This is an optimization exercise on Yosys and OpenROAD, whose aim is small area, a short achievable clock period and few clock cycles, not a production implementation.
In this exercise RTL edits were held to simulation tests only and were not proved equivalent to the original.

$ cat design/flow/run.sh
#!/bin/bash
# synth_recipe.tcl (not shown) runs the flow's synth.tcl, then flattens the netlist and writes it again
# the make line also repeats each setting of config.mk as NAME=value (left out here)
make -C /OpenROAD-flow-scripts/flow DESIGN_CONFIG=/design/flow/config.mk WORK_HOME=/design/flow/orfs CLKGATE_MAP_FILE= SYNTH_SCRIPT=/design/flow/synth_recipe.tcl finish
$ cat design/flow/config.mk
export PLATFORM = sky130hd
export DESIGN_NAME = lmx_diffuser
export DESIGN_NICKNAME = lmx_diffuser
export VERILOG_FILES = /design/flow/design.v
export SDC_FILE = /design/flow/constraint.sdc
export NUM_CORES = 4
export LEC_CHECK = 0
export CAP_MARGIN = 30
export CORE_MARGIN = 2
export CORE_UTILIZATION = 45
export PLACE_DENSITY = 0.55
export SETUP_SLACK_MARGIN = 4.5
export SLEW_MARGIN = 30
$ cat design/flow/constraint.sdc
create_clock -name core_clock -period 10.0 [get_ports {clk}]
set_input_delay 2.0000 -clock core_clock [delete_from_list [all_inputs] [get_ports {clk}]]
set_output_delay 2.0000 -clock core_clock [all_outputs]
set_load 0.01 [all_outputs]
$ cat design/flow/design.v
module lmx_sha256_32 (
    input  wire         clk,
    input  wire         ld,
    input  wire         sched,
    input  wire [31:0]  w0,
    input  wire [31:0]  w_in,
    input  wire [31:0]  knext,
    output wire [255:0] digest
);
    localparam [31:0] IV0 = 32'h6a09e667, IV1 = 32'hbb67ae85,
                      IV2 = 32'h3c6ef372, IV3 = 32'ha54ff53a,
                      IV4 = 32'h510e527f, IV5 = 32'h9b05688c,
                      IV6 = 32'h1f83d9ab, IV7 = 32'h5be0cd19;
    localparam [31:0] CA  = 32'hfc08884d;
    localparam [31:0] CE  = 32'h98c7e2a2;
    localparam [31:0] HK1 = 32'h90bb1e3c;
    reg [31:0] a, b, c, d, e, f, g, h;
    reg [31:0] hk;              
    reg [31:0] w [0:15];        
    wire [31:0] wt  = w[15];
    wire [31:0] s1  = {e[5:0], e[31:6]} ^ {e[10:0], e[31:11]} ^ {e[24:0], e[31:25]};
    wire [31:0] ch  = (e & f) ^ (~e & g);
    wire [31:0] s0  = {a[1:0], a[31:2]} ^ {a[12:0], a[31:13]} ^ {a[21:0], a[31:22]};
    wire [31:0] maj = (a & b) ^ (a & c) ^ (b & c);
    wire [31:0] a_n = hk + wt + s1 + ch + s0 + maj;
    wire [31:0] e_n = d + hk + wt + s1 + ch;
    wire [31:0] ws0 = {w[1][6:0], w[1][31:7]} ^ {w[1][17:0], w[1][31:18]} ^ (w[1] >> 3);
    wire [31:0] ws1 = {w[14][16:0], w[14][31:17]} ^ {w[14][18:0], w[14][31:19]} ^ (w[14] >> 10);
    wire [31:0] wnext = ws1 + w[9] + ws0 + w[0];
    integer i;
    always @(posedge clk) begin
        for (i = 0; i < 14; i = i + 1)
            w[i] <= w[i + 1];
        w[14] <= ld ? w0 : w[15];
        w[15] <= sched ? wnext : w_in;
        if (ld) begin
            a <= w0 + CA; b <= IV0; c <= IV1; d <= IV2;
            e <= w0 + CE; f <= IV4; g <= IV5; h <= IV6;
            hk <= HK1;
        end else begin
            h <= g;
            g <= f;
            f <= e;
            e <= e_n;
            d <= c;
            c <= b;
            b <= a;
            a <= a_n;
            hk <= g + knext;
        end
    end
    wire [31:0] hv [0:7];
    assign hv[0] = a + IV0; assign hv[1] = b + IV1;
    assign hv[2] = c + IV2; assign hv[3] = d + IV3;
    assign hv[4] = e + IV4; assign hv[5] = f + IV5;
    assign hv[6] = g + IV6; assign hv[7] = h + IV7;
    genvar gi;
    generate
        for (gi = 0; gi < 8; gi = gi + 1) begin : g_dig
            assign digest[32*gi +: 32] = {hv[gi][7:0], hv[gi][15:8],
                                          hv[gi][23:16], hv[gi][31:24]};
        end
    endgenerate
endmodule
module lmx_diffuser (
    input  wire        clk,
    input  wire        rst,
    input  wire        wr_en,
    input  wire [3:0]  wr_addr,
    input  wire [63:0] wr_data,
    input  wire [3:0]  rd_addr,
    output wire [63:0] rd_data,
    input  wire        start,
    input  wire [1:0]  m_m1,       
    input  wire [3:0]  nrounds,    
    output wire        busy,
    output reg         done
);
    localparam [255:0] DEGEN_C = {
        8'h20, 8'h1f, 8'h1e, 8'h1d, 8'h1c, 8'h1b, 8'h1a, 8'h19,
        8'h18, 8'h17, 8'h16, 8'h15, 8'h14, 8'h13, 8'h12, 8'h11,
        8'h10, 8'h0f, 8'h0e, 8'h0d, 8'h0c, 8'h0b, 8'h0a, 8'h09,
        8'h08, 8'h07, 8'h06, 8'h05, 8'h04, 8'h03, 8'h02, 8'h01};
    localparam [1:0] S_IDLE = 2'd0,
                     S_RUN  = 2'd1,
                     S_FIN  = 2'd2;
    reg [255:0] blk0, blk1, blk2, blk3;
    reg [1:0]   state;
    reg [5:0]   rnd;        
    reg [1:0]   ring_m1;
    reg [3:0]   rounds;
    reg [3:0]   round;
    reg [1:0]   step;
    reg         beq;        
    reg         eq_r;       
    reg         wr01_r;     
    reg         restart;    
    function [31:0] bswap(input [31:0] x);
        bswap = {x[7:0], x[15:8], x[23:16], x[31:24]};
    endfunction
    wire         idle  = (state == S_IDLE);
    wire         go    = idle & start;
    wire [1:0]   rm1   = idle ? (start ? m_m1 : 2'd1) : ring_m1;
    wire         eq_ok = eq_r & ~wr01_r;
    wire [255:0] diff  = blk0 ^ blk1;
    wire         ab_eq = ~|diff;
    wire [255:0] a_x_b = (ring_m1 == 2'd0) ? 256'd0 : diff;
    wire wrong = ~wr01_r & (beq != eq_r);
    wire abort = (state == S_RUN) & (ring_m1 != 2'd0) & wrong;
    wire ld    = (state == S_FIN) | abort |
                 (idle & (restart | (rnd == 6'd63) | wrong |
                          (start & (m_m1 == 2'd0))));
    wire eq    = idle ? (ld ? ((start & (m_m1 == 2'd0)) | eq_ok) : beq) :
                 (state == S_FIN) ? (ring_m1 == 2'd0) :
                 (abort ? eq_r : beq);
    wire [5:0] taken = ld ? 6'd1 : (rnd + 6'd1);
    wire wr_hit = idle & ~start & wr_en & ~wr_addr[3] &
                  ({3'd0, wr_addr[1:0], 1'b0} <= taken);
    wire [3:0] widx = ld ? 4'd1 : (rnd[3:0] + 4'd1);
    wire       sched = ~ld & (rnd >= 6'd15);
    wire [31:0] a_wd = blk0[32*widx[2:0] +: 32];
    wire [31:0] b_wd = (rm1 == 2'd0) ? a_wd : blk1[32*widx[2:0] +: 32];
    wire [31:0] c_wd = eq ? DEGEN_C[32*widx[2:0] +: 32] : 32'd0;
    reg [31:0] wa, wb;
    always @(*) begin
        if (widx[3]) begin
            wa = (widx == 4'd8) ? 32'h80000000 :
                 (widx == 4'd15) ? 32'h00000100 : 32'h0;
            wb = wa;
        end else begin
            wa = bswap(a_wd);
            wb = bswap(b_wd ^ c_wd);
        end
    end
    wire [31:0] a_w0  = blk0[31:0];
    wire [31:0] b_w0  = ((rm1 == 2'd0) ? blk0[31:0] : blk1[31:0]) ^
                        (eq ? DEGEN_C[31:0] : 32'd0);    
    reg [31:0] knext;
    always @(*) begin
        case (rnd)
            6'd0:  knext = 32'h71374491; 6'd1:  knext = 32'hb5c0fbcf;
            6'd2:  knext = 32'he9b5dba5; 6'd3:  knext = 32'h3956c25b;
            6'd4:  knext = 32'h59f111f1; 6'd5:  knext = 32'h923f82a4;
            6'd6:  knext = 32'hab1c5ed5; 6'd7:  knext = 32'hd807aa98;
            6'd8:  knext = 32'h12835b01; 6'd9:  knext = 32'h243185be;
            6'd10: knext = 32'h550c7dc3; 6'd11: knext = 32'h72be5d74;
            6'd12: knext = 32'h80deb1fe; 6'd13: knext = 32'h9bdc06a7;
            6'd14: knext = 32'hc19bf174; 6'd15: knext = 32'he49b69c1;
            6'd16: knext = 32'hefbe4786; 6'd17: knext = 32'h0fc19dc6;
            6'd18: knext = 32'h240ca1cc; 6'd19: knext = 32'h2de92c6f;
            6'd20: knext = 32'h4a7484aa; 6'd21: knext = 32'h5cb0a9dc;
            6'd22: knext = 32'h76f988da; 6'd23: knext = 32'h983e5152;
            6'd24: knext = 32'ha831c66d; 6'd25: knext = 32'hb00327c8;
            6'd26: knext = 32'hbf597fc7; 6'd27: knext = 32'hc6e00bf3;
            6'd28: knext = 32'hd5a79147; 6'd29: knext = 32'h06ca6351;
            6'd30: knext = 32'h14292967; 6'd31: knext = 32'h27b70a85;
            6'd32: knext = 32'h2e1b2138; 6'd33: knext = 32'h4d2c6dfc;
            6'd34: knext = 32'h53380d13; 6'd35: knext = 32'h650a7354;
            6'd36: knext = 32'h766a0abb; 6'd37: knext = 32'h81c2c92e;
            6'd38: knext = 32'h92722c85; 6'd39: knext = 32'ha2bfe8a1;
            6'd40: knext = 32'ha81a664b; 6'd41: knext = 32'hc24b8b70;
            6'd42: knext = 32'hc76c51a3; 6'd43: knext = 32'hd192e819;
            6'd44: knext = 32'hd6990624; 6'd45: knext = 32'hf40e3585;
            6'd46: knext = 32'h106aa070; 6'd47: knext = 32'h19a4c116;
            6'd48: knext = 32'h1e376c08; 6'd49: knext = 32'h2748774c;
            6'd50: knext = 32'h34b0bcb5; 6'd51: knext = 32'h391c0cb3;
            6'd52: knext = 32'h4ed8aa4a; 6'd53: knext = 32'h5b9cca4f;
            6'd54: knext = 32'h682e6ff3; 6'd55: knext = 32'h748f82ee;
            6'd56: knext = 32'h78a5636f; 6'd57: knext = 32'h84c87814;
            6'd58: knext = 32'h8cc70208; 6'd59: knext = 32'h90befffa;
            6'd60: knext = 32'ha4506ceb; 6'd61: knext = 32'hbef9a3f7;
            default: knext = 32'hc67178f2;
        endcase
    end
    wire [255:0] dig_a, dig_b;
    wire [255:0] new_b = a_x_b ^ dig_a ^ dig_b;
    reg  [63:0] nb_w01;
    always @(*) begin
        case (ring_m1)
            2'd0:    nb_w01 = new_b[63:0] ^ DEGEN_C[63:0];
            2'd1:    nb_w01 = blk0[63:0];
            default: nb_w01 = blk2[63:0];
        endcase
    end
    wire fin = (state == S_FIN);
    wire [31:0] wa_0  = fin ? bswap(new_b[31:0]) : bswap(a_w0);
    wire [31:0] wb_0  = fin ? bswap(nb_w01[31:0]) : bswap(b_w0);
    wire [31:0] wa_in = fin ? bswap(new_b[63:32]) : wa;
    wire [31:0] wb_in = fin ? bswap(nb_w01[63:32]) : wb;
    lmx_sha256_32 u_sha_a (
        .clk(clk), .ld(ld), .sched(sched), .w0(wa_0), .w_in(wa_in),
        .knext(knext), .digest(dig_a));
    lmx_sha256_32 u_sha_b (
        .clk(clk), .ld(ld), .sched(sched), .w0(wb_0), .w_in(wb_in),
        .knext(knext), .digest(dig_b));
    assign busy    = (state != S_IDLE);
    reg [255:0] rd_blk;
    always @(*) begin
        case (rd_addr[3:2])
            2'd0:    rd_blk = blk0;
            2'd1:    rd_blk = blk1;
            2'd2:    rd_blk = blk2;
            default: rd_blk = blk3;
        endcase
    end
    assign rd_data = rd_blk[64*rd_addr[1:0] +: 64];
    wire last_step = (step == ring_m1);
    wire last      = last_step & (round == rounds - 4'd1);
    always @(posedge clk) begin
        eq_r <= ab_eq;
        restart <= rst | wr_hit | (go & (nrounds == 4'd0)) |
                   ((state == S_FIN) & last & (ring_m1 == 2'd0));
        wr01_r <= (wr_en & ~wr_addr[3]) | (state == S_FIN);
        if (ld)
            beq <= eq;
        if (ld)
            rnd <= 6'd1;
        else
            rnd <= rnd + 6'd1;
        if (rst) begin
            state   <= S_IDLE;
            done    <= 1'b0;
            ring_m1 <= 2'd0;
            rounds  <= 4'd0;
            round   <= 4'd0;
            step    <= 2'd0;
        end else begin
            done <= 1'b0;
            case (state)
                S_IDLE: begin
                    if (start) begin
                        ring_m1 <= m_m1;
                        rounds  <= nrounds;
                        round   <= 4'd0;
                        step    <= 2'd0;
                        if (nrounds == 4'd0)
                            done <= 1'b1;
                        else
                            state <= S_RUN;
                    end else if (wr_en) begin
                        case (wr_addr[3:2])
                            2'd0:    blk0[64*wr_addr[1:0] +: 64] <= wr_data;
                            2'd1:    blk1[64*wr_addr[1:0] +: 64] <= wr_data;
                            2'd2:    blk2[64*wr_addr[1:0] +: 64] <= wr_data;
                            default: blk3[64*wr_addr[1:0] +: 64] <= wr_data;
                        endcase
                    end
                end
                S_RUN: if (rnd == 6'd63) state <= S_FIN;
                S_FIN: begin
                    blk0 <= new_b;
                    case (ring_m1)
                        2'd1: blk1 <= blk0;
                        2'd2: begin
                            blk1 <= blk2;
                            blk2 <= blk0;
                        end
                        2'd3: begin
                            blk1 <= blk2;
                            blk2 <= blk3;
                            blk3 <= blk0;
                        end
                        default: ;
                    endcase
                    if (last_step) begin
                        step <= 2'd0;
                        round <= round + 4'd1;
                    end else begin
                        step <= step + 2'd1;
                    end
                    if (last) begin
                        state <= S_IDLE;
                        done  <= 1'b1;
                    end else begin
                        state <= S_RUN;
                    end
                end
                default: state <= S_IDLE;
            endcase
        end
    end
endmodule
==> reports/metrics.yaml, run 1 <==
status: "no timing/DRC/antenna violations"
fp.dieW_um: 601
cts_buffers: 310
r2r_cells: 14
std_cell_rows: 219
tns_ps: 0
synth_top_family_by_area: "compound AO/OA/AOI/OAI gates"
grt_start_max_net_pins: 229
gp_congestion: 1.14
hp-start: "u_sha_b.w[8][15]"
cts_tree: "built"
dr.pass1.iters: 9
worstHoldPathType: "reg -> reg"
grtUsageTotal_pct: 51.6
htree_levels: 5
syn2layout_area_growth_pct: 15.6
layout_common_cells: "dfxtp_1 (1,572), xnor2_1 (1,432), nor2_1 (1,377), nand2_1 (1,261), edfxtp_1 (1,025)"
dieArea_um2: 362000
ys_warn_count: 3
clk_pin_slew_ps: 60
synthMuxAreaShare_pct: 6.95
ant_nets: 0
synth_seq_cells: 2681
synth_nets: 17200
nets: 17100
synthAdderAreaFrac_pct: 9.59
path_class: "in -> out"
cts_num_sinks: 2681
vias_per_cell: 6.89
r2r-start: "ring_m1[0]"
clock_latency_ps: 1030
synth-compound-area-share_pct: 16.6
slew_headroom_pct: 12.7
netlist_instances: 16200
seq_area_frac_synth_pct: 39.8
initial_core_util_pct: 45.2
async_flop_share_pct: 0
maxCapViolCount: 0
fmax_ghz: 0.166
synthFlopType: "dfxtp_1"
place_hpwl_mm: 718
yosys.area_share.xor_xnor_pct: 11.5
cp.required_ps: 8000
finClkSkew_ps: 83.9
route.detailed.drc: 0
hold_viol_final: 0
overflow: 0
core_um2: 355000
hold_depth: 0
grt_pass1_vias: 132000
end_kind: "output pin"
synth_edf_count: 1025
worstPathArrival_ps: 4030
synthSimpleGateAreaFrac_pct: 10.6
wl_per_cell_um: 45.3
synth.avg_cell_area_um2: 9.89
die_y_um: 601
crit_start: "rd_addr[2]"
grt_pass1_wl_mm: 1260
final_common_cell: "dfxtp_1"
antenna_found_initial: 161
ys_types: 109
cts_root_buf: "clkbuf_16"
clockBufferDepth: 4
drt-total-wl_mm: 965
num_vias: 147000
final-setup-viol-count: 0
crit_fanout: 7
drt-initial-drc-count: 27000
worst_slew_pin_slew_ps: 1310
rsz0062_at_grt: "true"
cts_hold_buf: 0
fin_crit_ps: 6030
finalCritPeriodShare_pct: 60.3
worst_setup_path_start_kind: "input pin"
io_buffer_count: 147
fillers: 32300
drive_above_1_share_pct: 14.0
io_pins: 148
drv_slew: 0
netlist_area_um2: 161000
## worst paths after layout
check	slack (ps)	end
worst max-delay path	3970	rd_data[10]
worst min-delay path	300	u_sha_b.w[7][15]
worst max register to register	4240	u_sha_a.e[25]
worst min register to register	300	u_sha_b.w[7][15]
## through the flow
step | instances | util [%] | worst slack (ps) | area, um2 | hold WS [ps]
after global routing | 21200 | 52.2 | 4080 | 185000 | 296
after CTS | 21100 | 51.5 | 4020 | 183000 | 285
final | 21300 | 52.3 | 3970 | 186000 | 298
after global placement | 20300 | 47.3 | 1940 | 168000 | 310
after detailed placement | 20400 | 47.5 | 2470 | 169000 | 312
after floorplan | 16200 | - | 330 | 161000 | 310
## repair_timing
item / 4_1_cts / 5_1_grt
gates cloned: 44 / 4
endpoints found under the setup margin: 240 / 232
gates resized for setup: 731 / 337
buffers inserted: 129 / 68
pin swaps: 64 / 68
## logic make-up (layout without fill, tap and decap cells)
family / after synthesis / after routing
xor+xnor: 2078 / 2078
mux: 759 / 759
other cells: 0 / 114
fa+ha+maj: 907 / 907
flops: 2681 / 2681
simple gates: 3834 / 3835
buf+inv: 2089 / 2269
compound gates: 3891 / 3892
## flip-flops by register name (all words and copies together), names as in the netlist, 256 cells and up
signal and flops:
u_sha_b.w 512, blk2 256, u_sha_a.w 512, blk0 256, blk3 256, blk1 256
## synth_stat cells, types with 361 or more instances
library cell	number	area share (%)
clkbuf_1	1146	2.7
o21ai_0	525	1.6
xor2_1	481	2.6
edfxtp_1	1025	19
inv_1	731	1.7
a221oi_1	992	5.4
fa_1	556	6.9
mux2i_1	413	2.6
nand2_1	1278	3.0
nor2_1	1393	3.3
xnor2_1	1578	8.6
a21oi_1	1035	3.2
dfxtp_1	1656	21
a31oi_1	361	1.4
## worst max-delay path, stage by stage
cell and delay [ps]:
buf_16 210, buf_12 140, buf_12 130, mux4_2 550, mux4_2 730, buf_6 230
## routing by layer
layer  track usage [%]  vias to the layer above  share of wire, %
li1                  -                    58000                 -
met1              63.8                    72700                36
met2              68.2                    12800                38
met3              24.7                     3074                16
met4              40.1                       80               9.9
met5             0.436                        -              0.11
## layout make-up
cell class	count	area, um2	area share [%]
diodes	114	285	0.154
clock inverters	142	1720	0.926
clock buffers	422	8750	4.71
multi-input cells	11500	91700	49.4
flip-flops and latches	2681	64100	34.5
well taps	4751	5940	3.20
inverters	738	2830	1.52
repair buffers	967	10400	5.61
Testbench counts, summed over its fixed seeds: cycles 66,728.
==> run 2: changes to the inputs <==
--- a/design/flow/config.mk
+++ b/design/flow/config.mk
@@ -7,7 +7,7 @@
 export LEC_CHECK = 0
 export CAP_MARGIN = 30
 export CORE_MARGIN = 2
-export CORE_UTILIZATION = 45
-export PLACE_DENSITY = 0.55
+export CORE_UTILIZATION = 25
+export PLACE_DENSITY = 0.35
 export SETUP_SLACK_MARGIN = 4.5
 export SLEW_MARGIN = 30
==> run 2 against run 1 <==
  * Critical endpoint is now rd_data[12]
  * Count of clock-buffer cells in the layout up 33
  * Critical path type unchanged
  * Final cell count up 19%
  * Via count down 2.2%
  * Largest cell class unchanged
  * Sequential share of layout area down 1.3 points
  * Register-to-register slack better by 70 ps
==> reports/metrics.yaml, run 2 <==
tns_ps: 0
slew_headroom_pct: 12.8
antenna_found_initial: 178
grt_pass1_wl_mm: 1350
synth_seq_cells: 2681
endpoint: "rd_data[12]"
cts_buffers: 351
drt-initial-drc-count: 20900
rsz0062_at_grt: "true"
io_buffer_count: 147
fin_crit_ps: 6120
cp.required_ps: 8000
r2r-start: "u_sha_a.e[5]"
fp.dieW_um: 805
dr.pass1.iters: 8
crit_fanout: 7
final-setup-viol-count: 0
yosys.area_share.xor_xnor_pct: 11.5
yosysTopAreaCell: "dfxtp_1"
finalCritPeriodShare_pct: 61.2
worstHoldPathType: "reg -> reg"
synth_top_family_by_area: "compound AO/OA/AOI/OAI gates"
drv_slew: 0
worstPathArrival_ps: 4120
fillers: 66700
vias_per_cell: 5.65
synthSimpleGateAreaFrac_pct: 10.6
syn2layout_area_growth_pct: 20.2
io_pins: 148
end_kind: "output pin"
final_common_cell: "dfxtp_1"
core_um2: 640000
drt-total-wl_mm: 1050
hold_viol_final: 0
stdcell_area_um2: 193000
cts_hold_buf: 0
clockBufferDepth: 4
postPlaceCellArea_um2: 174000
synth_edf_count: 1025
path_cells: "buf_16 -> buf_16 -> buf_8 -> buf_6 -> mux4_2 -> mux4_2 -> buf_6"
synth-compound-area-share_pct: 16.6
die_y_um: 805
critPathMaxStageDelay_ps: 730
cts_root_buf: "clkbuf_16"
clock_latency_ps: 1080
hold_depth: 0
place_hpwl_mm: 787
num_vias: 143000
status: "no timing/DRC/antenna violations"
cts_num_sinks: 2681
async_flop_share_pct: 0
grt_start_max_net_pins: 217
dieArea_um2: 649000
synth.avg_cell_area_um2: 9.89
grt_pass1_vias: 132000
netlist_area_um2: 161000
ant_nets: 0
grtUsageTotal_pct: 31.0
netlist_instances: 16200
top_regs: "u_sha_a.w: 512 flops, u_sha_b.w: 512 flops"
wl_per_cell_um: 41.2
worst_slew_pin_slew_ps: 1310
maxCapViolCount: 0
synth.most_common_cell: "dfxtp_1"
ys_types: 109
ys_warn_count: 3
gp_congestion: 1.06
synthFlopType: "dfxtp_1"
synthTopCellsByArea: "dfxtp_1 (21%), edfxtp_1 (19%), xnor2_1 (8.6%), fa_1 (6.9%), a221oi_1 (5.4%)"
clk_pin_slew_ps: 60
worst_setup_path_start_kind: "input pin"
overflow: 0
layout_common_cells: "dfxtp_1 (1,590), xnor2_1 (1,455), nor2_1 (1,372), nand2_1 (1,267), edfxtp_1 (1,025)"
synth_nets: 17200
synthAdderAreaFrac_pct: 9.59
htree_levels: 5
initial_core_util_pct: 25.1
path_class: "in -> out"
crit_start: "rd_addr[2]"
route.detailed.drc: 0
fmax_ghz: 0.163
cts_tree: "built"
r2r_slack_ps: 4310
synth_top_cell_area_share_pct: 20.6
drive_above_1_share_pct: 14.8
synth_top_cells_by_count: "dfxtp_1 (1,656), xnor2_1 (1,578), nor2_1 (1,393)"
nets: 17300
crit_slowest_cell: "mux4_2"
std_cell_rows: 294
r2r_cells: 13
finClkSkew_ps: 129
synthMuxAreaShare_pct: 6.95
reg2reg_to: "blk0[133]"
seq_area_frac_synth_pct: 39.8
-- run 2: area by class of cell --
cell class                 count  area (um2)  share of cell area (%)
multi-input combinational  11500       91800                    47.6
sequential                  2681       64100                    33.2
timing repair buffer        1081       11300                    5.83
tap                         8584       10700                    5.56
clock buffer                 455        9630                    4.99
inverter                     738        2810                    1.46
clock inverter               186        2230                    1.16
antenna                      200         500                   0.259
-- run 2: worst max-delay path, delay by kind of cell --
family	cells	cell delay, ps
buffers and inverters	5	790
muxes	2	1230
-- run 2: cells by family (layout without fill, tap and decap cells) --
logic type | count (synthesis) | in the layout
compound gates | 3891 | 3892
simple gates | 3834 | 3835
flops | 2681 | 2681
buf+inv | 2089 | 2460
xor+xnor | 2078 | 2078
fa+ha+maj | 907 | 907
mux | 759 | 759
other cells | 0 | 200
-- run 2: per-stage QoR --
| stage | utilization (%) | cells | worst slack [ps] | hold WS [ps] |
|---|---|---|---|---|
| 2_1_floorplan | - | 16200 | 330 | 310 |
| 3_3_place_gp | 27.2 | 24300 | 2090 | 310 |
| 3_5_place_dp | 27.2 | 24300 | 2290 | 312 |
| 4_1_cts | 29.7 | 25100 | 3890 | 277 |
| 5_1_grt | 30.1 | 25300 | 3890 | 291 |
| 6_report | 30.1 | 25400 | 3880 | 276 |
-- run 2: worst min-delay path by stage --
stage | startpoint | end
floorplan | u_sha_a.w[11][0] | u_sha_a.w[10][0]
global placement | u_sha_a.w[10][6] | u_sha_a.w[9][6]
detailed placement | u_sha_a.w[2][28] | u_sha_a.w[1][28]
CTS | u_sha_b.w[13][31] | u_sha_b.w[12][31]
global route | u_sha_b.w[13][31] | u_sha_b.w[12][31]
finish | u_sha_b.w[13][31] | u_sha_b.w[12][31]
-- run 2: timing repair --
action	4_1_cts	5_1_grt
cloned	37	2
pin swaps	72	72
resized for setup	778	287
buffers inserted	116	95
endpoints found under the setup margin	219	127
-- run 2: per-layer routing --
metal / GRT usage (%) / up-vias / share of wire, %
met1: 41.9 / 74600 / 42
met2: 44.4 / 8559 / 41
li1: - / 58400 / -
met4: 19.3 / 42 / 7.5
met3: 7.12 / 1782 / 9.5
met5: 0.314 / - / 0.028
==> run 3: changes to the inputs <==
--- a/design/flow/config.mk
+++ b/design/flow/config.mk
@@ -9,5 +9,5 @@
 export CORE_MARGIN = 2
 export CORE_UTILIZATION = 25
 export PLACE_DENSITY = 0.35
-export SETUP_SLACK_MARGIN = 4.5
+export SETUP_SLACK_MARGIN = 5.0
 export SLEW_MARGIN = 30
==> run 3 against run 2 <==
  * Via count grew 1.1%
  * First-iteration DRC count grew 2.1%
  * Die area is the same
  * Setup slack gained 62 ps
  * Non-clock buffer count grew 159
  * Utilization grew 0.61 points
  * Maximum frequency grew 1.0%
  * Count of clock-buffer cells in the layout grew 1
==> reports/metrics.yaml, run 3 <==
clock_latency_ps: 1110
worstHoldPathType: "reg -> reg"
cts_tree: "built"
fin_crit_ps: 6060
dr.pass1.iters: 6
hp-start: "u_sha_a.w[6][26]"
synth_top_cell_area_share_pct: 20.6
worst_slew_pin_slew_ps: 1300
reg2reg_to: "u_sha_a.e[31]"
ys_warn_count: 3
yosysTopAreaCell: "dfxtp_1"
synth_seq_cells: 2681
fmax_ghz: 0.165
synthTopCellsByArea: "dfxtp_1 (21%), edfxtp_1 (19%), xnor2_1 (8.6%), fa_1 (6.9%), a221oi_1 (5.4%)"
seq_area_frac_synth_pct: 39.8
synth.most_common_cell: "dfxtp_1"
slew_headroom_pct: 12.6
dieArea_um2: 649000
initial_core_util_pct: 25.1
clk_pin_slew_ps: 60
crit_start: "rd_addr[2]"
tns_ps: 0
io_pins: 148
async_flop_share_pct: 0
ys_types: 109
grt_pass1_vias: 134000
hold_slack_ps: 306
r2r-start: "u_sha_b.a[0]"
hold_viol_final: 0
cts_hold_buf: 0
crit_fanout: 7
finClkSkew_ps: 158
cp.required_ps: 8000
layout_common_cells: "dfxtp_1 (1,530), xnor2_1 (1,386), nor2_1 (1,358), nand2_1 (1,252), edfxtp_1 (1,025)"
endpoint: "rd_data[9]"
fp.dieW_um: 805
netlist_instances: 16200
worst_setup_path_start_kind: "input pin"
drv_slew: 0
nets: 17400
io_buffer_count: 147
htree_levels: 5
cts_num_sinks: 2681
final_common_cell: "dfxtp_1"
worstPathArrival_ps: 4060
cts_root_buf: "clkbuf_16"
wl_per_cell_um: 42.9
end_kind: "output pin"
final-setup-viol-count: 0
route.detailed.drc: 0
grtUsageTotal_pct: 32.4
synth_edf_count: 1025
top_regs: "u_sha_a.w: 512 flops, u_sha_b.w: 512 flops"
synth_top_cells_by_count: "dfxtp_1 (1,656), xnor2_1 (1,578), nor2_1 (1,393)"
clockBufferDepth: 4
synth_nets: 17200
ant_nets: 0
vias_per_cell: 5.69
rsz0062_at_grt: "true"
synthFlopType: "dfxtp_1"
drt-initial-drc-count: 21300
synth.avg_cell_area_um2: 9.89
std_cell_rows: 294
netlist_area_um2: 161000
r2r_slack_ps: 4570
gp_congestion: 1.03
r2r_cells: 19
status: "no timing/DRC/antenna violations"
cts_buffers: 350
overflow: 0
grt_pass1_wl_mm: 1400
path_class: "in -> out"
drive_above_1_share_pct: 17.7
syn2layout_area_growth_pct: 22.7
core_um2: 640000
drt-total-wl_mm: 1090
die_y_um: 805
num_vias: 145000
antenna_found_initial: 180
grt_start_max_net_pins: 193
maxCapViolCount: 0
place_hpwl_mm: 825
finalCritPeriodShare_pct: 60.6
[run 3: cell counts after synthesis]
No cell type changed its count.
[run 3: worst max-delay path, stage by stage]
cell    delay, ps
buf_16        180
buf_12        150
buf_16        150
buf_6         110
mux4_2        500
mux4_2        710
buf_6         230
[run 3: per-layer routing]
metal / GRT usage, % / part of all wire, % / vias up
met4: 20.3 / 7.6 / 58
met2: 46.3 / 41 / 8961
met1: 43.7 / 41 / 75500
met5: 0 / 0.034 / -
met3: 7.81 / 10 / 1835
li1: - / - / 58700
[run 3: worst min path at each step]
stage                                   end  depth (start not counted)
after floorplan            u_sha_a.w[10][0]                          0
after global placement     u_sha_b.w[11][9]                          0
after detailed placement  u_sha_a.w[12][16]                          0
after CTS                  u_sha_a.w[1][24]                          0
after global routing       u_sha_a.w[1][24]                          0
final                      u_sha_a.w[5][26]                          0
[run 3: timing repair]
action,in CTS,in global routing
pin swaps,240,185
setup buffers,243,99
gates cloned,46,8
gates resized for setup,1351,366
endpoints found under the setup margin,715,243
[run 3: cells by family after synthesis]
group,Yosys count,share of synthesized area [%]
AOI/OAI and AO/OA,3891,16.6
DFF,2681,39.8
buffers and inverters,2089,4.95
xor gates and xnor gates,2078,11.5
muxes,759,6.95
adders and majority gates,907,9.59
and+or+nand+nor,3834,10.6
[run 3: cell type report]
class	instances	area [um2]
timing repair buffer	1240	13300
sequential	2681	64200
fill	66600	443000
antenna	157	393
inverter	738	2850
clock inverter	185	2060
multi-input combinational	11500	93800
clock buffer	456	9540
tap	8584	10700
[run 3: metrics by stage]
| stage | worst slack (ps) | std cells | utilization, % | area, um2 |
|---|---|---|---|---|
| floorplan | 330 | 16200 | - | 161000 |
| global placement | 2400 | 24300 | 27.2 | 174000 |
| detailed placement | 2390 | 24300 | 27.3 | 175000 |
| CTS | 3960 | 25200 | 30.3 | 194000 |
| global route | 3990 | 25500 | 30.7 | 197000 |
| finish | 3940 | 25500 | 30.8 | 197000 |

==> afterwards: timing with drivers on the ports <==
Ports are ideal in the flow. The routed layouts listed here were re-timed in OpenROAD. Step 1, drivers: a clkbuf_16 drives clk and a buf_2 each remaining input, both assumed. Step 2, shift: input delay + t, output delay - t, t = (earliest + latest rising clock arrival at the registers) / 2. This alone moves slack from input paths to output paths. a / b / c = ideal ports / drivers / drivers and shift; a / b = the first two.
| run | shift t [ns] | setup slack, ns | latest minus earliest clock arrival (ns) | worst data-port slew with drivers (ns) | cell pins on the clock port's net |
|---|---|---|---|---|---|
| run 1 | 1.112 | 3.970 / 3.306 / 3.224 | 0.084 / 0.084 | 0.84 | 1 |
| run 2 | 1.156 | 3.877 / 3.434 / 3.365 | 0.131 / 0.131 | 0.70 | 1 |
| run 3 | 1.159 | 3.938 / 3.253 / 3.253 | 0.168 / 0.168 | 0.87 | 1 |
After both steps every run listed still meets setup and hold. For run 1, which loses most, drivers alone change the setup slack by -0.664 ns; drivers and shift together by -0.746 ns.
